This is an optimization exercise on Yosys and OpenROAD, whose aim is small area, a short achievable clock period and few clock cycles, not a production implementation. For this run, only the layout was checked, not whether the RTL still works. Power figures rest on the tool's default switching activity, not on a simulated workload.

File: flow/run.sh
#!/bin/bash
set -euo pipefail
bash standard.sh synth > synth.log 2>&1
bash standard.sh SETUP_SLACK_MARGIN=21 \
    "CTS_ARGS=-sink_clustering_enable -repair_clock_nets -dont_use_dummy_load" \
    finish > layout.log 2>&1
File: standard.sh
#!/bin/bash
# synth_recipe.tcl (not shown) runs the flow's synth.tcl, then flattens the netlist and writes it again
# the make line also repeats each setting of config.mk as NAME=value (left out here)
make -C /OpenROAD-flow-scripts/flow DESIGN_CONFIG=/design/flow/config.mk WORK_HOME=/design/flow/orfs CLKGATE_MAP_FILE= SYNTH_SCRIPT=/design/flow/synth_recipe.tcl "${@:-finish}"
File: config.mk
export PLATFORM = sky130hd
export DESIGN_NAME = vm_core
export DESIGN_NICKNAME = vm_core
export VERILOG_FILES = /design/flow/design.v
export SDC_FILE = /design/flow/constraint.sdc
export NUM_CORES = 8
export LEC_CHECK = 0
export CAP_MARGIN = 40
export CORE_MARGIN = 2
export CORE_UTILIZATION = 30
export PLACE_DENSITY = 0.45
export SLEW_MARGIN = 40
File: constraint.sdc
create_clock -name core_clock -period 28.0 [get_ports {clk}]
set_input_delay 5.6000 -clock core_clock [delete_from_list [all_inputs] [get_ports {clk}]]
set_output_delay 5.6000 -clock core_clock [all_outputs]
set_load 0.01 [all_outputs]
File: design.v
module vm_muldiv (
    input  wire [1:0]  op,
    input  wire [63:0] a,
    input  wire [63:0] b,
    output wire [63:0] abs_a,
    output wire [63:0] abs_b,
    output wire        neg
);
    assign abs_a = a[63] ? (64'd0 - a) : a;
    assign abs_b = b[63] ? (64'd0 - b) : b;
    assign neg   = (op == 2'd2) ? a[63] : (a[63] ^ b[63]);
endmodule
module vm_lzc64 (
    input  wire [63:0] v,
    output wire [6:0]  z
);
    wire [63:0] v0 = v;
    wire [31:0] a1;  wire [31:0]  c1;
    wire [15:0] a2;  wire [31:0]  c2;
    wire [7:0]  a3;  wire [23:0]  c3;
    wire [3:0]  a4;  wire [15:0]  c4;
    wire [1:0]  a5;  wire [9:0]   c5;
    wire        a6;  wire [5:0]   c6;
    genvar g;
    generate
        for (g = 0; g < 32; g = g + 1) begin : l1
            assign a1[g] = v0[2*g+1] | v0[2*g];
            assign c1[g] = !v0[2*g+1];
        end
        for (g = 0; g < 16; g = g + 1) begin : l2
            assign a2[g] = a1[2*g+1] | a1[2*g];
            assign c2[2*g+1:2*g] = a1[2*g+1] ? {1'b0, c1[2*g+1]} : {1'b1, c1[2*g]};
        end
        for (g = 0; g < 8; g = g + 1) begin : l3
            assign a3[g] = a2[2*g+1] | a2[2*g];
            assign c3[3*g+2:3*g] = a2[2*g+1] ? {1'b0, c2[4*g+3:4*g+2]} : {1'b1, c2[4*g+1:4*g]};
        end
        for (g = 0; g < 4; g = g + 1) begin : l4
            assign a4[g] = a3[2*g+1] | a3[2*g];
            assign c4[4*g+3:4*g] = a3[2*g+1] ? {1'b0, c3[6*g+5:6*g+3]} : {1'b1, c3[6*g+2:6*g]};
        end
        for (g = 0; g < 2; g = g + 1) begin : l5
            assign a5[g] = a4[2*g+1] | a4[2*g];
            assign c5[5*g+4:5*g] = a4[2*g+1] ? {1'b0, c4[8*g+7:8*g+4]} : {1'b1, c4[8*g+3:8*g]};
        end
    endgenerate
    assign a6 = a5[1] | a5[0];
    assign c6 = a5[1] ? {1'b0, c5[9:5]} : {1'b1, c5[4:0]};
    assign z  = a6 ? {1'b0, c6} : 7'd64;
endmodule
module vm_fpu (
    input  wire        clk,
    input  wire        rst,
    input  wire        start,
    input  wire        hold,       
    input  wire [2:0]  op,
    input  wire [63:0] a,
    input  wire [63:0] b,
    output wire        soon,       
    output wire        done,
    output wire [63:0] result
);
    localparam [63:0] QNAN = 64'h7FF8000000000000;
    localparam [3:0] S_IDLE = 4'd0,
                     M_PREP = 4'd1, M_ITER = 4'd2, M_FIN = 4'd3,
                     F_A2 = 4'd4, F_A3 = 4'd5, F_A4 = 4'd6, F_RND = 4'd7,
                     F_SPEC = 4'd8,
                     D_SUBA = 4'd9, D_SET = 4'd10, D_IT = 4'd11, D_F1 = 4'd12,
                     D_F2 = 4'd13, D_SUBB = 4'd14, F_A4S = 4'd15;
    reg  [3:0]  state;
    reg  [63:0] A, B;           
    reg  [63:0] Q;              
    reg  [57:0] QM;             
    reg  [53:0] D;              
    reg  [13:0] E;              
    reg  [6:0]  cnt;
    reg         is_mul, is_div;
    reg         neg;            
    reg         sg;             
    reg         esub;           
    reg         rovf, rzero;    
    reg         dst;            
    reg         swp;            
    reg  [6:0]  lza, lzb;       
    reg         mlast;          
    reg         yb;             
    reg         dlowq;          
    reg  [5:0]  qd;             
    reg  [1:0]  qsel;           
    reg  [63:0] res_q;          
    reg         res_v;
    wire is_int = !op[2];
    wire [63:0] abs_a, abs_b;
    wire        neg_s;
    vm_muldiv u_front (.op(op[1:0]), .a(a), .b(b), .abs_a(abs_a), .abs_b(abs_b), .neg(neg_s));
    wire        sx = a[63], sy = b[63];
    wire [10:0] ex = a[62:52], ey = b[62:52];
    wire        x_nan  = (ex == 11'h7FF) && (a[51:0] != 52'd0);
    wire        y_nan  = (ey == 11'h7FF) && (b[51:0] != 52'd0);
    wire        x_inf  = (ex == 11'h7FF) && (a[51:0] == 52'd0);
    wire        y_inf  = (ey == 11'h7FF) && (b[51:0] == 52'd0);
    wire        x_zero = (a[62:0] == 63'd0);
    wire [10:0] ea1 = (ex == 11'd0) ? 11'd1 : ex;
    wire [10:0] eb1 = (ey == 11'd0) ? 11'd1 : ey;
    wire        y_zero = (b[62:0] == 63'd0);
    reg  [63:0] add_spec;
    reg         add_is_spec;
    always @(*) begin
        add_is_spec = 1'b1;
        add_spec    = 64'd0;
        if (x_nan || y_nan || (x_inf && y_inf && (sx != sy))) add_spec = QNAN;
        else if (x_inf)              add_spec = a;
        else if (y_inf)              add_spec = b;
        else if (x_zero && y_zero)   add_spec = {sx & sy, 63'd0};
        else if (x_zero)             add_spec = b;
        else if (y_zero)             add_spec = a;
        else                         add_is_spec = 1'b0;
    end
    wire        d_sign = sx ^ sy;
    reg  [63:0] div_spec;
    reg         div_is_spec;
    always @(*) begin
        div_is_spec = 1'b1;
        div_spec    = 64'd0;
        if (x_nan || y_nan || (x_inf && y_inf)) div_spec = QNAN;
        else if (x_inf)                         div_spec = {d_sign, 11'h7FF, 52'd0};
        else if (y_inf || x_zero)               div_spec = {d_sign, 63'd0};
        else                                    div_is_spec = 1'b0;
    end
    wire [52:0] nm_in = (state == D_SUBB) ? {1'b0, B[51:0]} : {1'b0, A[51:0]};
    wire [63:0] lz1_in = (state == S_IDLE) ? abs_a :
                         (state == F_A4)   ? {A[55:0], 8'hFF} :
                                             {nm_in, 11'h7FF};
    wire [6:0]  lz1, lz2;
    vm_lzc64 u_lz1 (.v(lz1_in), .z(lz1));
    vm_lzc64 u_lz2 (.v(abs_b), .z(lz2));
    wire [6:0]  sdiff = lzb - lza;           
    wire [56:0] nsum   = A[56:0];
    wire        n_full = ({4'd0, lz1} < E[10:0]);
    wire [63:0] shl_in  = (state == M_PREP) ? B :
                          (state == F_A4 || state == F_A4S) ? {8'd0, A[55:0]} :
                                              {11'd0, nm_in};
    wire [5:0]  shl_amt = (state == M_PREP) ? sdiff[5:0] :
                          (state == F_A4S)  ? (E[5:0] - 6'd1) : lz1[5:0];
    wire [63:0] shl_out = shl_in << shl_amt;
    wire        ea_ge = (ea1 >= eb1);
    wire [63:0] big = ea_ge ? a : b;
    wire [63:0] sml = ea_ge ? b : a;
    wire [10:0] eb  = ea_ge ? ea1 : eb1;
    wire [55:0] mb  = {(big[62:52] != 11'd0), big[51:0], 3'b000};
    wire [55:0] ms  = {(sml[62:52] != 11'd0), sml[51:0], 3'b000};
    wire [11:0] dexp = ea_ge ? ({1'b0, ea1} - {1'b0, eb1}) : ({1'b0, eb1} - {1'b0, ea1});
    wire [55:0] dsig  = Q[54] ? {Q[54:0], dst} : {Q[53:0], dst, 1'b0};
    wire [13:0] dexpv = Q[54] ? E : (E - 14'd1);
    wire        dovf  = !dexpv[13] && (dexpv >= 14'd2047);
    wire        dlow  = dexpv[13] || (dexpv == 14'd0);
    wire [13:0] dsh   = 14'd1 - dexpv;
    wire        fa2     = (state == S_IDLE);
    wire [55:0] shr_in  = fa2 ? ms : dsig;
    wire        shr_big = fa2 ? (dexp > 12'd55) : (dsh > 14'd55);
    wire [5:0]  shr_amt = fa2 ? dexp[5:0] : dsh[5:0];
    wire [55:0] shr_sh  = shr_in >> shr_amt;
    wire        shr_st  = shr_big ? (|shr_in) : (|(shr_in & ~({56{1'b1}} << shr_amt)));
    wire [55:0] shr_out = {(shr_big ? 55'd0 : shr_sh[55:1]), (shr_big ? 1'b0 : shr_sh[0]) | shr_st};
    wire [2:0]  btrip = {Q[1:0], yb};
    wire        bone  = (btrip == 3'b001) || (btrip == 3'b010) ||
                        (btrip == 3'b101) || (btrip == 3'b110);
    wire        btwo  = (btrip == 3'b011) || (btrip == 3'b100);
    wire        bneg  = btrip[2] && (btrip != 3'b111);
    wire [63:0] bmag  = btwo ? {B[62:0], 1'b0} : (bone ? B : 64'd0);
    wire [63:0] bterm = bneg ? ~bmag : bmag;
    wire        mfin  = (state == M_FIN) || (state == M_PREP);
    wire [63:0] vres  = (state == M_PREP) ? (is_div ? 64'd0 : A) : (is_div ? Q : A);
    reg  [63:0] ax, ay;
    reg         ac;
    always @(*) begin
        case (state)
            S_IDLE: begin ax = {1'b0, a[62:0]}; ay = ~{1'b0, b[62:0]}; ac = 1'b1; end
            M_ITER: begin ax = A; ay = is_mul ? bterm : ~B; ac = is_mul ? bneg : 1'b1; end
            F_A3:   begin ax = {8'd0, swp ? B[55:0] : A[55:0]};
                          ay = {8'd0, swp ? A[55:0] : B[55:0]} ^ {64{esub}}; ac = esub; end
            D_F1:   begin ax = {7'd0, A[56:0]}; ay = {7'd0, B[56:0]}; ac = 1'b0; end
            default: begin ax = 64'd0; ay = neg ? ~vres : vres; ac = neg; end
        endcase
    end
    wire [64:0] sum = {1'b0, ax} + {1'b0, ay} + {64'd0, ac};
    function [1:0] srt_sel;
        input [56:0] s;
        input [56:0] c;
        reg   [3:0]  y;
        begin
            y = s[55:52] + c[55:52];
            srt_sel = {!y[3], y[3] && (y != 4'b1111)};    
        end
    endfunction
    function [57+57-1:0] srt_apply;
        input [56:0] s;
        input [56:0] c;
        input [53:0] d;
        input        qp;
        input        qn;
        reg   [56:0] s2, c2, yv;
        begin
            s2 = {s[55:0], 1'b0};
            c2 = {c[55:0], 1'b0};
            yv = qp ? ~{3'b000, d} : (qn ? {3'b000, d} : 57'd0);
            srt_apply = {s2 ^ c2 ^ yv,
                         (((s2 & c2) | (s2 & yv) | (c2 & yv)) << 1) | {56'd0, qp}};
        end
    endfunction
    wire [113:0] sa1 = srt_apply(A[56:0], B[56:0], D, qsel[1], qsel[0]);
    wire [1:0]   q2  = srt_sel(sa1[113:57], sa1[56:0]);
    wire [113:0] sa2 = srt_apply(sa1[113:57], sa1[56:0], D, q2[1], q2[0]);
    wire [1:0]   q3  = srt_sel(sa2[113:57], sa2[56:0]);
    wire [113:0] sa3 = srt_apply(sa2[113:57], sa2[56:0], D, q3[1], q3[0]);
    wire [1:0]   q4  = srt_sel(sa3[113:57], sa3[56:0]);
    wire [56:0]  w0_a = {4'd0, 1'b1, a[51:0]};
    wire [56:0]  w0_A = {4'd0, 1'b1, A[51:0]};
    wire [53:0]  d_b  = {1'b1, b[51:0], 1'b0};
    wire [53:0]  d_B  = {1'b1, B[51:0], 1'b0};
    wire [113:0] su_a = srt_apply(w0_a, 57'd0, d_b, 1'b1, 1'b0);
    wire [113:0] su_A = srt_apply(w0_A, 57'd0, d_B, 1'b1, 1'b0);
    wire [3:0]  qv = ({4{qd[5]}} & 4'd4) - ({4{qd[4]}} & 4'd4) +
                     ({4{qd[3]}} & 4'd2) - ({4{qd[2]}} & 4'd2) +
                     ({4{qd[1]}} & 4'd1) - ({4{qd[0]}} & 4'd1);
    wire [3:0]  qv1 = qv - 4'd1;
    wire [57:0] q_next  = {(qv[3] ? QM[54:0] : Q[54:0]), qv[2:0]};
    wire [57:0] qm_next = {((qv[3] || qv == 4'd0) ? QM[54:0] : Q[54:0]), qv1[2:0]};
    wire [56:0] W      = sum[56:0];
    wire        wneg   = W[56];
    wire [56:0] Sx     = A[56:0], Cx = B[56:0];
    wire [56:0] Dx     = {3'b000, D};
    wire        wzero  = ((Sx ^ Cx) == {(Sx[55:0] | Cx[55:0]), 1'b0});
    wire [56:0] s3     = Sx ^ Cx ^ Dx;
    wire [56:0] c3     = {((Sx[55:0] & Cx[55:0]) | (Sx[55:0] & Dx[55:0]) | (Cx[55:0] & Dx[55:0])), 1'b0};
    wire        wdzero = ((s3 ^ c3) == {(s3[55:0] | c3[55:0]), 1'b0});
    wire        rdf = (state == D_F2);
    wire [55:0] rs  = rdf ? dsig : A[55:0];
    wire [10:0] ref0 = rdf ? (dexpv[10:0] - 11'd1) : E[10:0];
    wire        rov = rdf ? dovf : rovf;
    wire        rz  = rdf ? 1'b0 : rzero;
    wire        rup = rs[2] & (rs[1] | rs[0] | rs[3]);
    wire [53:0] rm  = {1'b0, rs[55:3]} + {53'd0, rup};
    wire [10:0] rfield = ref0 + {9'd0, rm[53:52]};
    wire [63:0] rres = rz  ? 64'd0 :
                       rov ? {sg, 11'h7FF, 52'd0} : {sg, rfield, rm[51:0]};
    wire m_short = (state == M_PREP) && !is_mul && (lza > lzb);
    wire m_last  = mlast;
    wire m_early = (state == M_ITER) && m_last && !neg;
    wire [63:0] m_early_res = is_mul ? sum[63:0] :
                              is_div ? {Q[62:0], sum[64]} :
                              (sum[64] ? sum[63:0] : A);
    wire        done_c   = (state == M_FIN) || m_short || m_early || (state == F_RND) ||
                           (state == F_SPEC) || ((state == D_F2) && !dlowq);
    assign soon = done_c;
    wire [63:0] result_c = (state == F_SPEC) ? A :
                           (state == M_ITER) ? m_early_res :
                           (state == M_FIN || state == M_PREP) ? sum[63:0] : rres;
    assign done   = res_v;
    assign result = res_q;
    always @(posedge clk) begin
        if (done_c) res_q <= result_c;
        if (rst) begin
            res_v <= 1'b0;
        end else if (done_c) begin
            res_v <= 1'b1;
        end else if (!hold) begin
            res_v <= 1'b0;
        end
        if (rst) begin
            state <= S_IDLE;
        end else begin
            case (state)
                S_IDLE: if (start) begin
                    if (is_int) begin
                        is_mul <= (op[1:0] == 2'd0);
                        is_div <= (op[1:0] == 2'd1);
                        neg    <= neg_s;
                        A      <= abs_a;
                        B      <= abs_b;
                        lza    <= lz1;
                        lzb    <= lz2;
                        state  <= M_PREP;
                    end else if (!op[0]) begin
                        if (add_is_spec) begin
                            A <= add_spec;
                            state <= F_SPEC;
                        end else begin
                            A[55:0] <= mb;
                            B[55:0] <= shr_out;
                            E    <= {3'd0, eb};
                            swp  <= (ea1 == eb1) && !sum[64];
                            sg   <= ((ea1 == eb1) && !sum[64]) ? sy : big[63];
                            esub <= sx ^ sy;
                            state <= F_A3;
                        end
                    end else if (div_is_spec) begin
                        A <= div_spec;
                        state <= F_SPEC;
                    end else if (ex == 11'd0 || ey == 11'd0) begin
                        A <= a;
                        B <= b;
                        E <= 14'd0;
                        state <= (ex == 11'd0) ? D_SUBA : D_SUBB;
                    end else begin
                        A  <= {7'd0, su_a[113:57]};
                        B  <= {7'd0, su_a[56:0]};
                        D  <= d_b;
                        Q  <= 64'd0;
                        QM <= {58{1'b1}};
                        qd <= 6'b000010;   
                        qsel <= srt_sel(su_a[113:57], su_a[56:0]);
                        E  <= {3'd0, ex} - {3'd0, ey} + 14'd1023;
                        sg <= d_sign;
                        cnt <= 7'd17;
                        state <= D_IT;
                    end
                end
                M_PREP: begin
                    if (is_mul) begin
                        if (lza >= lzb) begin
                            Q <= A;
                        end else begin
                            Q <= B;
                            B <= A;
                        end
                        A <= 64'd0;
                        mlast <= ((lza >= lzb) ? lza : lzb) >= 7'd63;
                        yb    <= 1'b0;
                        state <= ((lza == 7'd64) || (lzb == 7'd64)) ? M_FIN : M_ITER;
                    end else if (lza > lzb) begin
                        state <= S_IDLE;
                    end else begin
                        Q   <= 64'd0;
                        B   <= shl_out;
                        cnt <= sdiff;
                        mlast <= (lza == lzb);
                        state <= M_ITER;
                    end
                end
                M_ITER: begin
                    if (is_mul) begin
                        A <= sum[63:0];
                        B <= {B[61:0], 2'b00};
                        Q <= {2'b00, Q[63:2]};
                        yb <= Q[1];
                        mlast <= (Q[63:3] == 61'd0);
                        if (m_last) state <= neg ? M_FIN : S_IDLE;
                    end else begin
                        if (sum[64]) A <= sum[63:0];
                        Q <= {Q[62:0], sum[64]};
                        B <= {1'b0, B[63:1]};
                        cnt <= cnt - 7'd1;
                        mlast <= (cnt == 7'd1);
                        if (m_last) state <= neg ? M_FIN : S_IDLE;
                    end
                end
                F_A3: begin
                    A[56:0] <= sum[56:0];
                    state <= F_A4;
                end
                F_A4: begin
                    if (nsum[56] || n_full) begin
                        A[55:0] <= nsum[56] ? {nsum[56:2], nsum[1] | nsum[0]} : shl_out[55:0];
                        E[10:0] <= nsum[56] ? E[10:0] : (E[10:0] - {4'd0, lz1} - 11'd1);
                    end
                    rovf    <= nsum[56] && (E[10:0] == 11'd2046);
                    rzero   <= (nsum == 57'd0);
                    state   <= (nsum[56] || n_full) ? F_RND : F_A4S;
                end
                F_A4S: begin
                    A[55:0] <= shl_out[55:0];
                    E[10:0] <= 11'd0;
                    state   <= F_RND;
                end
                D_SUBA: begin
                    A[62:52] <= 11'd1;
                    A[51:0]  <= shl_out[51:0];
                    E <= E - {7'd0, lz1};
                    state <= (B[62:52] == 11'd0) ? D_SUBB : D_SET;
                end
                D_SUBB: begin
                    B[62:52] <= 11'd1;
                    B[51:0]  <= shl_out[51:0];
                    E <= E + {7'd0, lz1};
                    state <= D_SET;
                end
                D_SET: begin
                    A  <= {7'd0, su_A[113:57]};
                    B  <= {7'd0, su_A[56:0]};
                    D  <= d_B;
                    Q  <= 64'd0;
                    QM <= {58{1'b1}};
                    qd <= 6'b000010;
                    qsel <= srt_sel(su_A[113:57], su_A[56:0]);
                    E  <= E + {3'd0, A[62:52]} - {3'd0, B[62:52]} + 14'd1023;
                    sg <= A[63] ^ B[63];
                    cnt <= 7'd17;
                    state <= D_IT;
                end
                D_IT: begin
                    cnt <= cnt - 7'd1;
                    if (cnt == 7'd0) state <= D_F1;
                end
                D_F1: begin
                    Q[57:0] <= wneg ? qm_next : q_next;
                    dlowq   <= (wneg ? qm_next[54] : q_next[54]) ? (E[13] || E == 14'd0)
                                                               : (E[13] || E == 14'd0 || E == 14'd1);
                    dst     <= wneg ? !wdzero : !wzero;
                    state   <= D_F2;
                end
                D_F2: begin
                    A[55:0] <= shr_out;
                    E[10:0] <= 11'd0;
                    rovf    <= 1'b0;
                    rzero   <= 1'b0;
                    state   <= dlowq ? F_RND : S_IDLE;
                end
                default: state <= S_IDLE;    
            endcase
            if (state == D_IT) begin
                A[56:0] <= sa3[113:57];
                B[56:0] <= sa3[56:0];
                Q[57:0] <= q_next;
                QM      <= qm_next;
                qd      <= {qsel, q2, q3};
                qsel    <= q4;
            end
        end
    end
endmodule
module vm_core (
    input  wire        clk,
    input  wire        rst,
    input  wire [15:0] code_len,
    input  wire [16:0] pool_len,
    output wire [15:0] imem_addr,
    input  wire [63:0] imem_data,
    output wire [15:0] cp_index,
    input  wire [1:0]  cp_kind,
    input  wire [63:0] cp_value,
    input  wire [15:0] cp_window,
    input  wire [15:0] cp_nret,
    output reg         emit_valid,
    output reg         emit_ret,
    output reg  [1:0]  emit_tag,
    output reg  [63:0] emit_data,
    output reg         halted,
    output reg  [2:0]  res_kind,
    output reg  [15:0] res_ip,
    output reg  [2:0]  res_depth
);
    localparam RF_SIZE = 16;
    localparam [1:0] T_INV = 2'd0, T_INT = 2'd1, T_FLT = 2'd2;
    localparam [1:0] K_JMP = 2'd2;
    localparam [2:0] R_NORMAL = 3'd0, F_LOAD = 3'd1, F_INDEX = 3'd2,
                     F_TYPE = 3'd3, F_ARITH = 3'd4, F_STACK = 3'd5,
                     F_DECODE = 3'd6;
    localparam [2:0] P_CHECK = 3'd0, P_RUN = 3'd1,
                     P_COPY = 3'd4, P_RETOUT = 3'd5, P_HALT = 3'd6;
    function legal_op;
        input [7:0] o;
        begin
            case (o)
                8'h00, 8'h01, 8'h02,
                8'h10, 8'h11, 8'h12, 8'h13, 8'h14, 8'h15,
                8'h20, 8'h21, 8'h30, 8'h31,
                8'h40, 8'h41, 8'h42, 8'h44, 8'h45, 8'h46,
                8'h48, 8'h49, 8'h4A, 8'h4C, 8'h4D, 8'h4E,
                8'h50, 8'h51: legal_op = 1'b1;
                default:      legal_op = 1'b0;
            endcase
        end
    endfunction
    function [15:0] onehot4;
        input [3:0] s;
        begin
            onehot4 = 16'd1 << s;
        end
    endfunction
    reg [2:0]  phase;
    reg [15:0] cl;                  
    reg [16:0] pl;                  
    reg [1:0]  rf_tag  [0:RF_SIZE-1];
    reg [63:0] rf_data [0:RF_SIZE-1];
    reg [1:0]  dep;                 
    reg [4:0]  fbase, fsize, fnret, fretdst;
    reg [15:0] fcbase;
    reg [15:0] s_ip     [0:2];
    reg [4:0]  s_base   [1:2];
    reg [4:0]  s_size   [1:2];
    reg [4:0]  s_nret   [1:2];
    reg [4:0]  s_retdst [1:2];
    reg [15:0] s_cbase  [1:2];
    reg [15:0] pc;                  
    reg [4:0]  fbase_f;             
    reg        ir_v;
    reg [63:0] ir;
    reg [15:0] ip_f;                
    reg [15:0] cpi;                 
    reg        ir_last;             
    reg        ir_end;              
    reg [15:0] selP, selQ, selW;    
    reg        x_v;
    reg [7:0]  x_op;
    reg [15:0] x_ip;
    reg        x_end;
    reg [63:0] xr_a, xr_b;          
    reg [1:0]  xr_ta, xr_tb;        
    reg        x_bypA, x_bypB;      
    reg [15:0] x_selW;
    reg        x_rbad;              
    reg        x_cbad;              
    reg        x_taken;             
    reg        x_jconst;            
    reg [15:0] x_jt;                
    reg [16:0] x_jlo;               
    reg        x_jhi;               
    reg [15:0] x_ca, x_cb;          
    reg        x_khi0;              
    reg [4:0]  x_kwin, x_knret;     
    wire [63:0] au_result;
    reg         au_flt;
    wire [63:0] x_a  = x_bypA ? au_result : xr_a;
    wire [63:0] x_b  = x_bypB ? au_result : xr_b;
    wire [1:0]  x_ta = x_bypA ? (au_flt ? 2'd2 : 2'd1) : xr_ta;
    wire [1:0]  x_tb = x_bypB ? (au_flt ? 2'd2 : 2'd1) : xr_tb;
    reg        au_busy;
    reg [15:0] au_dst;
    reg [15:0] csrc, cdst;          
    reg [4:0]  cleft;
    wire [63:0] fw   = imem_data;
    wire [7:0]  fop  = fw[7:0];
    wire        f_jmp  = (fop[7:4] == 4'h4) && (fop[1:0] != 2'b11);
    wire        f_usea = (fop == 8'h01) || (f_jmp && fop[1:0] != 2'b00);
    wire [3:0]  f_sa = fbase_f[3:0] + fw[11:8];
    wire [3:0]  f_sb = fbase_f[3:0] + fw[27:24];
    wire [3:0]  f_sc = fbase_f[3:0] + fw[43:40];
    wire [15:0] f_cidx = (fop == 8'h50) ? fw[55:40] :
                         (f_jmp && fop[1:0] == 2'b00) ? fw[23:8] : fw[47:32];
    wire [15:0] pc_inc = pc + 16'd1;
    assign imem_addr = pc;
    assign cp_index  = cpi;
    wire [7:0]  op  = ir[7:0];
    wire [55:0] arg = ir[63:8];
    wire [23:0] ba  = ir[31:8];
    wire [31:0] bb  = ir[63:32];
    wire [15:0] ca  = ir[23:8];
    wire [15:0] cb  = ir[39:24];
    wire [15:0] cc  = ir[55:40];
    wire is_jump = (op[7:4] == 4'h4) && (op[1:0] != 2'b11);
    wire j_rel   = op[3];
    wire j_const = op[2];
    wire j_cond  = (op[1:0] != 2'b00);
    wire cidx_hi  = (op == 8'h50) ? 1'b0 :
                    (is_jump && !j_cond) ? (arg[55:16] != 40'd0) :
                                           (bb[31:16] != 16'd0);
    wire cidx_bad = cidx_hi || ({1'b0, cpi} >= pl);
    reg chk_cidx;
    always @(*) begin
        case (op)
            8'h02, 8'h45, 8'h46, 8'h4D, 8'h4E: chk_cidx = 1'b1;
            8'h44, 8'h4C, 8'h50:               chk_cidx = 1'b1;
            default:                           chk_cidx = 1'b0;
        endcase
    end
    wire bad_a   = (ca[15:5] != 11'd0) || (ca[4:0] >= fsize);
    wire bad_b   = (cb[15:5] != 11'd0) || (cb[4:0] >= fsize);
    wire bad_c   = (cc[15:5] != 11'd0) || (cc[4:0] >= fsize);
    wire bad_ba  = (ba[23:5] != 19'd0) || (ba[4:0] >= fsize);
    wire bad_arg = (arg[55:5] != 51'd0) || (arg[4:0] >= fsize);
    reg  rbad;
    always @(*) begin
        case (op)
            8'h01:                              rbad = bad_arg;
            8'h02, 8'h41, 8'h42, 8'h45, 8'h46,
            8'h49, 8'h4A, 8'h4D, 8'h4E:         rbad = bad_ba;
            8'h15:                              rbad = bad_a | bad_b;
            8'h10, 8'h11, 8'h12, 8'h13, 8'h14,
            8'h20, 8'h21, 8'h30, 8'h31:         rbad = bad_a | bad_b | bad_c;
            default:                            rbad = 1'b0;
        endcase
    end
    reg  [16:0] j_lo;
    reg         j_hi_ok;
    always @(*) begin
        if (!j_cond) begin
            if (j_rel) begin
                j_lo    = arg[16:0];
                j_hi_ok = (arg[55:16] == 40'd0) || (arg[55:16] == {40{1'b1}});
            end else begin
                j_lo    = {1'b0, arg[15:0]};
                j_hi_ok = (arg[55:16] == 40'd0);
            end
        end else begin
            if (j_rel) begin
                j_lo    = bb[16:0];
                j_hi_ok = (bb[31:16] == 16'd0) || (bb[31:16] == 16'hFFFF);
            end else begin
                j_lo    = {1'b0, bb[15:0]};
                j_hi_ok = (bb[31:16] == 16'd0);
            end
        end
    end
    wire [15:0] j_base   = j_rel ? pc : fcbase;            
    wire [17:0] j_target = {2'b00, j_base} + {j_lo[16], j_lo};
    wire        copying = (phase == P_COPY) || (phase == P_RETOUT);
    wire        x_cr    = (phase == P_RUN) && x_v && !x_end && (x_op == 8'h50 || x_op == 8'h51);
    wire        x_copy0 = x_cr && (x_ca != 16'd0);
    wire [15:0] csrc_x  = onehot4(fbase[3:0] + x_cb[3:0]);
    wire [15:0] rselP = copying ? csrc : (x_copy0 ? csrc_x : selP);
    reg  [63:0] vP, vQ;
    reg  [1:0]  tP, tQ;
    integer k;
    always @(*) begin
        vP = 64'd0; vQ = 64'd0; tP = 2'd0; tQ = 2'd0;
        for (k = 0; k < RF_SIZE; k = k + 1) begin
            vP = vP | (rf_data[k] & {64{rselP[k]}});
            tP = tP | (rf_tag[k]  & {2{rselP[k]}});
            vQ = vQ | (rf_data[k] & {64{selQ[k]}});
            tQ = tQ | (rf_tag[k]  & {2{selQ[k]}});
        end
    end
    reg        w_en;
    reg [15:0] w_oh;
    reg [1:0]  w_tag;
    reg [63:0] w_data;
    wire       fwdP = w_en && ((w_oh & selP) != 16'd0);
    wire       fwdQ = w_en && ((w_oh & selQ) != 16'd0);
    wire [63:0] rP  = fwdP ? w_data : vP;
    wire [1:0]  rtP = fwdP ? w_tag  : tP;
    wire [63:0] rQ  = fwdQ ? w_data : vQ;
    wire [1:0]  rtQ = fwdQ ? w_tag  : tQ;
    wire        r_guard = (vP != 64'd0);
    wire        r_taken = !j_cond || (op[0] ? r_guard : !r_guard);
    wire        r_usesP = (op == 8'h01) || (is_jump && j_cond) ||
                          (op[7:4] == 4'h1) || (op[7:4] == 4'h2) || (op[7:4] == 4'h3);
    wire        r_usesQ = (op[7:4] == 4'h1 && op != 8'h15) || (op[7:4] == 4'h2) || (op[7:4] == 4'h3);
    wire        r_writes = (op == 8'h02) || (op[7:4] == 4'h1) || (op[7:4] == 4'h2) || (op[7:4] == 4'h3);
    wire        r_serial = (op == 8'h12 || op == 8'h13 || op == 8'h14 || op == 8'h20 ||
                            op == 8'h21 || op == 8'h50 || op == 8'h51);
    wire        au_pend = au_go || (au_busy && !au_wr);
    wire [15:0] au_pdst = au_go ? x_selW : au_dst;
    wire        r_rawP  = r_usesP && ((selP & au_pdst) != 16'd0);
    wire        r_rawQ  = r_usesQ && ((selQ & au_pdst) != 16'd0);
    wire        r_waw   = r_writes && ((selW & au_pdst) != 16'd0);
    wire        r_early = au_busy && au_soon && !au_go && !r_waw &&
                          !(op == 8'h50 || op == 8'h51) && !(is_jump && j_cond);
    wire        r_auhaz = au_pend && (r_serial || r_rawP || r_rawQ || r_waw) && !r_early;
    wire        r_haz   = (is_jump && j_cond && fwdP) || r_auhaz;
    wire xo_add = (x_op == 8'h10);
    wire xo_neg = (x_op == 8'h15);
    wire xo_flt = (x_op == 8'h31);
    wire [63:0] alu_x = xo_neg ? 64'd0 : (xo_flt ? {1'b0, x_a[62:0]} : x_a);
    wire [63:0] alu_y = xo_add ? x_b : (xo_neg ? ~x_a : (xo_flt ? ~{1'b0, x_b[62:0]} : ~x_b));
    wire [63:0] alu_s = alu_x + alu_y + {63'd0, !xo_add};
    wire        lt_res = (x_a[63] != x_b[63]) ? x_a[63] : alu_s[63];
    wire fb_nan = (x_a[62:52] == 11'h7FF) && (x_a[51:0] != 52'd0);
    wire fc_nan = (x_b[62:52] == 11'h7FF) && (x_b[51:0] != 52'd0);
    wire f_bothzero = (x_a[62:0] == 63'd0) && (x_b[62:0] == 63'd0);
    wire f_eqmag = (x_a[62:0] == x_b[62:0]);
    reg  flt_res;
    always @(*) begin
        if (fb_nan || fc_nan || f_bothzero)
            flt_res = 1'b0;
        else if (x_a[63] != x_b[63])
            flt_res = x_a[63];
        else if (!x_a[63])
            flt_res = alu_s[63];                   
        else
            flt_res = !alu_s[63] && !f_eqmag;      
    end
    wire [17:0] xj_t  = x_jconst ? ({2'b00, x_jt} + {x_jlo[16], x_jlo}) : {2'b00, x_jt};
    wire        xj_ok = x_jhi && (xj_t[17:16] == 2'b00) && (xj_t[15:0] < cl);
    wire [16:0] run_end  = {1'b0, x_cb} + {1'b0, x_ca};
    wire        run_bad  = (x_ca != 16'd0) && (run_end > {12'd0, fsize});
    wire [4:0]  call_nb  = fbase + fsize;
    wire [5:0]  call_top = {1'b0, call_nb} + {1'b0, x_kwin};
    wire [4:0]  c_base   = (dep == 2'd1) ? 5'd0 : s_base[dep == 2'd3 ? 2 : 1];
    wire [4:0]  c_size   = (dep == 2'd1) ? 5'd8 : s_size[dep == 2'd3 ? 2 : 1];
    wire [16:0] rdst_end = {12'd0, fretdst} + {1'b0, x_ca};
    wire [4:0]  sat_cb   = (x_cb > 16'd17) ? 5'd17 : x_cb[4:0];
    wire [15:0] cdst_x   = (x_op == 8'h50) ? onehot4(call_nb[3:0]) :
                                             onehot4(c_base[3:0] + fretdst[3:0]);
    wire [15:0] x_ipn    = x_ip + 16'd1;
    wire        xrun  = (phase == P_RUN) && x_v && !x_end;
    wire        xo_au = (x_op == 8'h12 || x_op == 8'h13 || x_op == 8'h14 ||
                         x_op == 8'h20 || x_op == 8'h21);
    wire        au_go = xrun && xo_au;
    wire [2:0]  au_op = (x_op == 8'h12) ? 3'd0 : (x_op == 8'h13) ? 3'd1 :
                        (x_op == 8'h14) ? 3'd2 : {2'b10, x_op[0]};
    wire        x_wr  = xrun && (x_op == 8'h02 || x_op == 8'h10 || x_op == 8'h11 ||
                                 x_op == 8'h15 || x_op == 8'h30 || x_op == 8'h31);
    wire        au_done, au_soon;
    wire        au_wr = au_busy && au_done && !x_wr;
    vm_fpu u_au (
        .clk(clk), .rst(rst), .start(au_go), .hold(x_wr), .op(au_op),
        .a(x_a), .b(x_b), .soon(au_soon), .done(au_done), .result(au_result)
    );
    reg [2:0] x_fault;
    always @(*) begin
        x_fault = 3'd0;
        if (!legal_op(x_op)) begin
            x_fault = F_DECODE;
        end else begin
            case (x_op)
                8'h00: ;
                8'h01: begin
                    if (x_rbad) x_fault = F_INDEX;
                    else if (x_ta != T_INT && x_ta != T_FLT) x_fault = F_TYPE;
                end
                8'h02: begin
                    if (x_rbad) x_fault = F_INDEX;
                    else if (x_cbad) x_fault = F_INDEX;
                    else if (x_tb[1]) x_fault = F_TYPE;
                end
                8'h10, 8'h11, 8'h12, 8'h13, 8'h14, 8'h30: begin
                    if (x_rbad) x_fault = F_INDEX;
                    else if (x_ta != T_INT || x_tb != T_INT) x_fault = F_TYPE;
                    else if ((x_op == 8'h13 || x_op == 8'h14) && x_b == 64'd0) x_fault = F_ARITH;
                end
                8'h15: begin
                    if (x_rbad) x_fault = F_INDEX;
                    else if (x_ta != T_INT) x_fault = F_TYPE;
                end
                8'h20, 8'h21, 8'h31: begin
                    if (x_rbad) x_fault = F_INDEX;
                    else if (x_ta != T_FLT || x_tb != T_FLT) x_fault = F_TYPE;
                    else if (x_op == 8'h21 && x_b[62:0] == 63'd0) x_fault = F_ARITH;
                end
                8'h50: begin
                    if (run_bad) x_fault = F_INDEX;
                    else if (x_cbad) x_fault = F_INDEX;
                    else if (x_tb != K_JMP) x_fault = F_TYPE;
                    else if (!x_khi0 || x_jt >= cl) x_fault = F_INDEX;
                    else if (x_ca > {11'd0, x_kwin}) x_fault = F_INDEX;
                    else if (dep == 2'd3) x_fault = F_STACK;
                    else if (call_top > 6'd16) x_fault = F_STACK;
                end
                8'h51: begin
                    if (run_bad) x_fault = F_INDEX;
                    else if (dep != 2'd0) begin
                        if ({11'd0, fnret} != x_ca) x_fault = F_INDEX;
                        else if (x_ca != 16'd0 && rdst_end > {12'd0, c_size}) x_fault = F_INDEX;
                    end
                end
                default: begin  
                    if (x_op[1:0] != 2'b00 && x_rbad) x_fault = F_INDEX;
                    else if (x_op[2] && x_cbad) x_fault = F_INDEX;
                    else if (x_op[1:0] != 2'b00 && x_ta != T_INT) x_fault = F_TYPE;
                    else if (x_op[2] && x_tb != K_JMP) x_fault = F_TYPE;
                    else if (x_taken && !xj_ok) x_fault = F_INDEX;
                end
            endcase
        end
    end
    wire x_single = !(x_op == 8'h50 || x_op == 8'h51);
    wire x_free = (phase == P_RUN) && (!x_v || x_single);
    wire r_go = (phase == P_RUN) &&
                ir_v && x_free && !r_haz;
    wire r_jump  = r_go && is_jump && r_taken;
    wire f_load  = (phase == P_CHECK) || (!ir_v || r_go);
    always @(*) begin
        w_en   = 1'b0;
        w_oh   = x_selW;
        w_tag  = T_INT;
        w_data = alu_s;
        case (phase)
            P_RUN: begin
                w_en = x_wr || au_wr || (x_copy0 && (x_op == 8'h50 || dep != 2'd0));
                if (au_wr) begin
                    w_oh = au_dst; w_tag = au_flt ? T_FLT : T_INT; w_data = au_result;
                end else case (x_op)
                    8'h50, 8'h51: begin w_oh = cdst_x; w_tag = tP; w_data = vP; end
                    8'h02: begin w_tag = x_tb[0] ? T_FLT : T_INT; w_data = x_b; end
                    8'h30: w_data = {63'd0, lt_res};
                    8'h31: w_data = {63'd0, flt_res};
                    default: ;
                endcase
            end
            P_COPY: begin
                w_en = 1'b1; w_oh = cdst; w_tag = tP; w_data = vP;
            end
            default: ;
        endcase
    end
    wire        call_ok = xrun && (x_op == 8'h50) && (x_fault == 3'd0);
    reg [RF_SIZE-1:0] clr;
    always @(*) begin
        for (k = 0; k < RF_SIZE; k = k + 1)
            clr[k] = call_ok &&
                     ({1'b0, k[4:0]} >= {1'b0, call_nb}) &&
                     ({1'b0, k[4:0]} < call_top);
    end
    always @(posedge clk) begin
        for (k = 0; k < RF_SIZE; k = k + 1) begin
            if (rst)
                rf_tag[k] <= T_INV;
            else if (w_en && w_oh[k])
                rf_tag[k] <= w_tag;
            else if (clr[k])
                rf_tag[k] <= T_INV;
            if (w_en && w_oh[k])
                rf_data[k] <= w_data;
        end
    end
    task halt_with;
        input [2:0]  kind;
        input [15:0] at;
        input [2:0]  d;
        begin
            phase     <= P_HALT;
            halted    <= 1'b1;
            res_kind  <= kind;
            res_ip    <= at;
            res_depth <= d;
        end
    endtask
    always @(posedge clk) begin
        cl <= code_len;
        pl <= pool_len;
        emit_valid <= 1'b0;
        emit_ret   <= 1'b0;
        emit_tag   <= (copying || x_copy0) ? tP : x_ta;
        emit_data  <= (copying || x_copy0) ? vP : x_a;
        if (rst) begin
            phase   <= P_CHECK;
            pc      <= 16'd0;
            ir_v    <= 1'b0;
            x_v     <= 1'b0;
            au_busy <= 1'b0;
            halted  <= 1'b0;
            res_kind  <= R_NORMAL;
            res_ip    <= 16'd0;
            res_depth <= 3'd0;
            dep     <= 2'd0;
            fbase   <= 5'd0;
            fbase_f <= 5'd0;
            fsize   <= 5'd8;
            fcbase  <= 16'd0;
        end else begin
            if (au_go) au_busy <= 1'b1;
            else if (au_wr) au_busy <= 1'b0;
            if (phase != P_HALT && f_load) begin
                ir      <= imem_data;
                ir_v    <= 1'b1;
                ip_f    <= pc;
                cpi     <= f_cidx;
                ir_last <= (pc_inc == cl);
                ir_end  <= (pc >= cl);
                selP    <= onehot4(f_usea ? f_sa : f_sb);
                selQ    <= onehot4(f_sc);
                selW    <= onehot4(f_sa);
                pc      <= (phase == P_CHECK && pc_inc == cl) ? 16'd0 : pc_inc;
            end
            x_ip    <= ip_f;
            x_end   <= ir_end;
            xr_a    <= rP;
            xr_ta   <= rtP;
            xr_b    <= (op == 8'h02) ? cp_value : rQ;
            xr_tb   <= (op == 8'h02 || op == 8'h50 || (is_jump && j_const)) ? cp_kind : rtQ;
            x_bypA  <= r_early && r_rawP;
            x_bypB  <= r_early && r_rawQ;
            x_rbad  <= rbad;
            x_cbad  <= cidx_bad;
            x_taken <= is_jump && r_taken;
            x_jconst <= j_const;
            x_jt    <= (op == 8'h50) ? cp_value[15:0] :
                       j_const ? j_base : j_target[15:0];
            x_jlo   <= cp_value[16:0];
            x_jhi   <= j_const ? ((cp_value[63:16] == 48'd0) || (cp_value[63:16] == {48{1'b1}}))
                               : (j_hi_ok && (j_target[17:16] == 2'b00));
            x_ca    <= ca;
            x_cb    <= cb;
            x_khi0  <= (cp_value[63:16] == 48'd0);
            x_kwin  <= (cp_window > 16'd17) ? 5'd17 : cp_window[4:0];
            x_knret <= (cp_nret > 16'd17) ? 5'd17 : cp_nret[4:0];
            if (r_go) begin
                x_v     <= 1'b1;
                x_op    <= op;
                x_selW  <= selW;
                if (r_jump) begin
                    ir_v <= 1'b0;
                    if (!j_const) pc <= j_target[15:0];
                end
                if (op == 8'h50) begin
                    ir_v    <= 1'b0;
                    pc      <= cp_value[15:0];
                    fbase_f <= fbase + fsize;
                end
                if (op == 8'h51 && dep != 2'd0) begin
                    ir_v    <= 1'b0;
                    pc      <= s_ip[dep - 2'd1];
                    fbase_f <= (dep == 2'd1) ? 5'd0 : s_base[dep - 2'd1];
                end
            end else if (x_free) begin
                x_v <= 1'b0;
            end
            case (phase)
                P_CHECK: begin
                    if (cl == 16'd0) begin
                        halt_with(F_LOAD, 16'd0, 3'd0);
                    end else if (ir_v) begin
                        if (!legal_op(op) || (chk_cidx && cidx_bad))
                            halt_with(F_LOAD, ip_f, 3'd0);
                        else if (ir_last)
                            phase <= P_RUN;
                    end
                end
                P_RUN: if (x_v) begin
                    if (x_end) begin
                        halt_with(R_NORMAL, x_ip, {1'b0, dep} + 3'd1);
                    end else if (x_fault != 3'd0) begin
                        halt_with(x_fault, x_ip, {1'b0, dep} + 3'd1);
                    end else begin
                        case (x_op)
                            8'h01: begin
                                emit_valid <= 1'b1;
                            end
                            8'h12, 8'h13, 8'h14, 8'h20, 8'h21: begin
                                au_dst <= x_selW;
                                au_flt <= x_op[5];
                            end
                            8'h50: begin
                                s_ip[dep] <= x_ipn;
                                if (dep != 2'd0) begin
                                    s_base[dep]   <= fbase;
                                    s_size[dep]   <= fsize;
                                    s_cbase[dep]  <= fcbase;
                                    s_nret[dep]   <= fnret;
                                    s_retdst[dep] <= fretdst;
                                end
                                dep     <= dep + 2'd1;
                                fbase   <= call_nb;
                                fsize   <= x_kwin;
                                fcbase  <= x_jt;
                                fnret   <= x_knret;
                                fretdst <= sat_cb;
                                x_v     <= 1'b0;
                                csrc    <= {csrc_x[14:0], csrc_x[15]};
                                cdst    <= {cdst_x[14:0], cdst_x[15]};
                                cleft   <= x_ca[4:0] - 5'd1;
                                if (x_ca > 16'd1) phase <= P_COPY;
                            end
                            8'h51: begin
                                csrc  <= {csrc_x[14:0], csrc_x[15]};
                                cleft <= x_ca[4:0] - 5'd1;
                                x_v   <= 1'b0;
                                if (dep == 2'd0) begin
                                    if (x_ca != 16'd0) begin
                                        emit_valid <= 1'b1;
                                        emit_ret   <= 1'b1;
                                    end
                                    if (x_ca <= 16'd1)
                                        halt_with(R_NORMAL, x_ip, 3'd1);
                                    else
                                        phase <= P_RETOUT;
                                end else begin
                                    cdst  <= {cdst_x[14:0], cdst_x[15]};
                                    dep   <= dep - 2'd1;
                                    if (dep == 2'd1) begin
                                        fbase  <= 5'd0;
                                        fsize  <= 5'd8;
                                        fcbase <= 16'd0;
                                    end else begin
                                        fbase   <= s_base[dep - 2'd1];
                                        fsize   <= s_size[dep - 2'd1];
                                        fcbase  <= s_cbase[dep - 2'd1];
                                        fnret   <= s_nret[dep - 2'd1];
                                        fretdst <= s_retdst[dep - 2'd1];
                                    end
                                    if (x_ca > 16'd1) phase <= P_COPY;
                                end
                            end
                            default: begin
                                if (x_taken && x_jconst) begin
                                    pc   <= xj_t[15:0];
                                    ir_v <= 1'b0;
                                end
                            end
                        endcase
                    end
                end
                P_COPY: begin
                    csrc  <= {csrc[14:0], csrc[15]};
                    cdst  <= {cdst[14:0], cdst[15]};
                    cleft <= cleft - 5'd1;
                    if (cleft == 5'd1) phase <= P_RUN;
                end
                P_RETOUT: begin
                    emit_valid <= 1'b1;
                    emit_ret   <= 1'b1;
                    csrc  <= {csrc[14:0], csrc[15]};
                    cleft <= cleft - 5'd1;
                    if (cleft == 5'd1)
                        halt_with(R_NORMAL, x_ip, 3'd1);
                end
                default: ;  
            endcase
        end
    end
endmodule
==> flow_summary.toml <==
[cts]
cts_tree = "built"
cts_buffers = 284
cts.path.max_buffers = 4
cts-root-buf = "clkbuf_16"
worstSkewPairLatency_ps = 1040
cts_num_sinks = 2245
htreeDepth = 5
path_clk_slew_ps = 60
cts_hold_buf = 0

[routing]
antenna_left = 0
drc = 0
vias_per_cell = 6.96
via_count = 193000
post_drt_wl_per_cell_um = 49.1
dr.pass1.iters = 11
wl_um = 1360000
drtIter0Drc = 34300

[grt]
antenna_found_initial = 196
grt_max_degree = 127
overflow = 0
met2_usage_pct = 62.7
use_met3_pct = 17.0
grtUsageTotal_pct = 44.3
grt_pass1_vias = 174000
grt_pass1_wl_um = 1740000
top_usage_layer = "met2"
use_met1_pct = 53.0

[synth]
synth-adder-area-share_pct = 7.57
ys_ff_latch = 2245
avgSynthCellArea_um2 = 9.14
yosysTopAreaCellShare_pct = 35.2
synth_area_um2 = 173000
synth-edff-count = 2028
yosys.area_share.simple_pct = 13.7
synth_commonest_cells = "2028 x edfxtp_1, 1821 x nor2_1, 1448 x a21oi_1, 1303 x clkbuf_1, 1284 x nand2_1"
yosys_warnings = 4
synth_ff_type = "edfxtp_1"
muxShareOfSynthArea_pct = 6.04
synth_area_leaders = "edfxtp_1 35%, ha_1 4.7%, mux2i_1 4.5%"
postSynthCellCount = 19000
synth.distinct_cells = 127
post-synth-top-count-cell = "edfxtp_1"
ys_async_sr_fraction_pct = 0
synth_top_family_by_area = "compound AO/OA/AOI/OAI gates"
syn_nets = 20000
synth_top_cell_by_area = "edfxtp_1"
synth_xor_area_share_pct = 3.91
seq_area_frac_synth_pct = 37.7
synth-compound-area-share_pct = 25.5

[final_layout]
synthToLayoutAreaGrowth_pct = 27.9
nets = 21100
drive_gt1_share_pct = 23.3
fin_cells = 27800

[floorplan]
die_area_um2 = 583000
boundaryPins = 320
row_count = 279
start_util_pct = 30.1
fp.dieH_um = 764
die_w_um = 764
coreArea_um2 = 576000

[critical_path]
crit_slowest_cell = "a222oi_1"
critPathTopFamily = "simple AND/OR/NAND/NOR gates"
r2r_start = "x_bypA$_DFFE_PN_"
worstSetupPathType = "flop to flop"
crit_start = "x_bypA$_DFFE_PN_"
start_kind = "flop"
crit_arrival_ps = 8190
cp-end-kind = "flop"
max_stage_delay_ps = 800
cp_max_fo = 7
cpMostUsedCell = "buf_4"
cp_data_required_time_ps = 28610
crit_buf_inv = 13
r2r_slack_ps = 20420

[placed_design]
port_buffers = 319
place_ws_ps = 16910
dp_cells = 26300
gp_congestion = 1.10
dp_hpwl_um = 963000

[power_and_ir_drop]
ir_drop_mv = 0.0880
p_leak_nw = 80.1
pwr_density_cell_nw_per_um2 = 107

[sta]
max_slew_margin_pct = 12.1
drv_slew = 0
rsz0062_at_grt = "true"
fin_crit_ps = 7580
fin_crit_sh_pct = 27.1
tightest_slew_ps = 1310
fmax_mhz = 132
finalSetupViolCount = 0
worst_slack_ps = 20420
final_hold_viol_count = 0
whs_ps = 418
fin_tns_setup_ps = 0
finalClockSkew_ps = 188

[hold_path]
hold_path_class = "flop to flop"
hold_start = "ip_f[15]$_DFFE_PP_"

[job]
maxCapViolCount = 0

[run_status]
outcome = "timing/DRC/antenna clean"
power breakdown:
| group | switching [W] | internal [W] |
|---|---|---|
| clock network | 0.00150 | 0.00177 |
| logic | 0.0102 | 0.00522 |
| registers | 0.000305 | 0.00477 |
cell usage in the layout, fill, tap and decap left out, types with 97 or more instances in the layout:
cell type,n
a221o_1,97
edfxtp_1,2028
mux2i_4,116
a22oi_1,522
o22ai_1,269
nor3_1,231
mux2i_2,105
a21oi_1,1285
o21ai_1,112
and3_1,139
xor2_1,231
fa_1,232
buf_12,187
ha_1,613
inv_1,802
a211oi_1,167
a221oi_1,371
mux2_2,184
diode_2,137
a21o_1,195
a222oi_1,204
a21oi_2,119
buf_4,1534
buf_6,269
a31oi_1,133
xnor2_1,472
o221ai_1,170
nand2_1,1180
nand3_1,426
nand4_1,284
a22o_1,229
o21ai_0,963
nor4_1,123
dfxtp_1,122
mux2i_1,559
nor2_1,1676
clkdlybuf4s50_1,179
o211ai_1,224
clkbuf_16,313
state kept, by name, summed over array words and instances, names as in the netlist, 17 cells and up, named ones only:
| name | flops |
|---|---|
| rf_data | 1024 |
| emit_data | 64 |
| ir | 64 |
| u_au.A | 64 |
| u_au.B | 64 |
| u_au.Q | 64 |
| u_au.res_q | 64 |
| xr_a | 64 |
| xr_b | 64 |
| u_au.QM | 55 |
| u_au.D | 52 |
| s_ip | 48 |
| rf_tag | 32 |
| s_cbase | 32 |
| pl | 17 |
| x_jlo | 17 |
per-layer routing:
metal  part of all wire (%)  vias up  routed length [um]
li1                       -    74800                   -
met1                     36    96700              493000
met2                     40    16800              545000
met3                     13     4991              178000
met4                     11      102              146000
met5                   0.12        -                1630
metrics by stage:
step	power (W)	util [%]	instance area [um^2]
2_1_floorplan	0.0104	-	174000
3_3_place_gp	0.0159	32.9	190000
3_5_place_dp	0.0160	33.2	191000
4_1_cts	0.0214	37.0	213000
5_1_grt	0.0238	38.4	221000
6_report	0.0238	38.4	221000
worst register-to-register path: cells and delay by family, from the launching register on:
family,cells,cell delay [ps]
AOI/OAI and AO/OA,8,2010
adders and majority gates,1,150
buffers and inverters,13,2130
DFF,1,410
and+or+nand+nor,11,2520
area by class of cell:
type,count,area (um^2)
fill,57700,355000
multi-input combinational,14200,111000
sequential,2245,65400
timing repair buffer,2408,25000
tap,7587,9490
clock buffer,284,7110
inverter,898,3560
antenna,137,343
what timing repair did:
action / CTS / global route
setup buffers: 556 / 360
pin swaps: 304 / 421
gates resized for setup: 2354 / 918
endpoints found under the setup margin: 1798 / 1005
gates cloned: 91 / 32
worst paths after layout:
check / endpoint / cells past startpoint
setup / recovery: u_au.A[54]$_DFFE_PP_ / 33
hold / removal: x_ip[15]$_DFFE_PN_ / 0
setup reg to reg: u_au.A[54]$_DFFE_PP_ / 33
hold reg to reg: x_ip[15]$_DFFE_PN_ / 0
cells by family after synthesis:
kind of cell,Yosys count
compound gates,6439
simple gates,5093
buf+inv,2506
flops,2245
mux,1001
fa+ha+maj,898
xor+xnor,771

==> separate check: timing with driven ports <==
The flow's constraints put no driver on any port. The routed layout listed below was extracted and timed again, unchanged, in two steps.
Step 1 assumes that a clkbuf_16 drives the clock port and a buf_2 every other input.
Step 2, shift: input delay + t, output delay - t, t = (earliest + latest rising clock arrival at the registers) / 2. This alone moves slack from input paths to output paths.
Three values: no drivers, after step 1, after step 2; two values: the first two.
t (ns): 1.090
setup slack, ns: 20.421 / 20.421 / 19.784
worst setup path at the end: input to register
worst register clock-pin slew, ns: 0.07 / 0.07
After both steps this run still meets setup and hold. For this run, drivers alone change the setup slack by 0.000 ns; drivers and shift together by -0.637 ns.
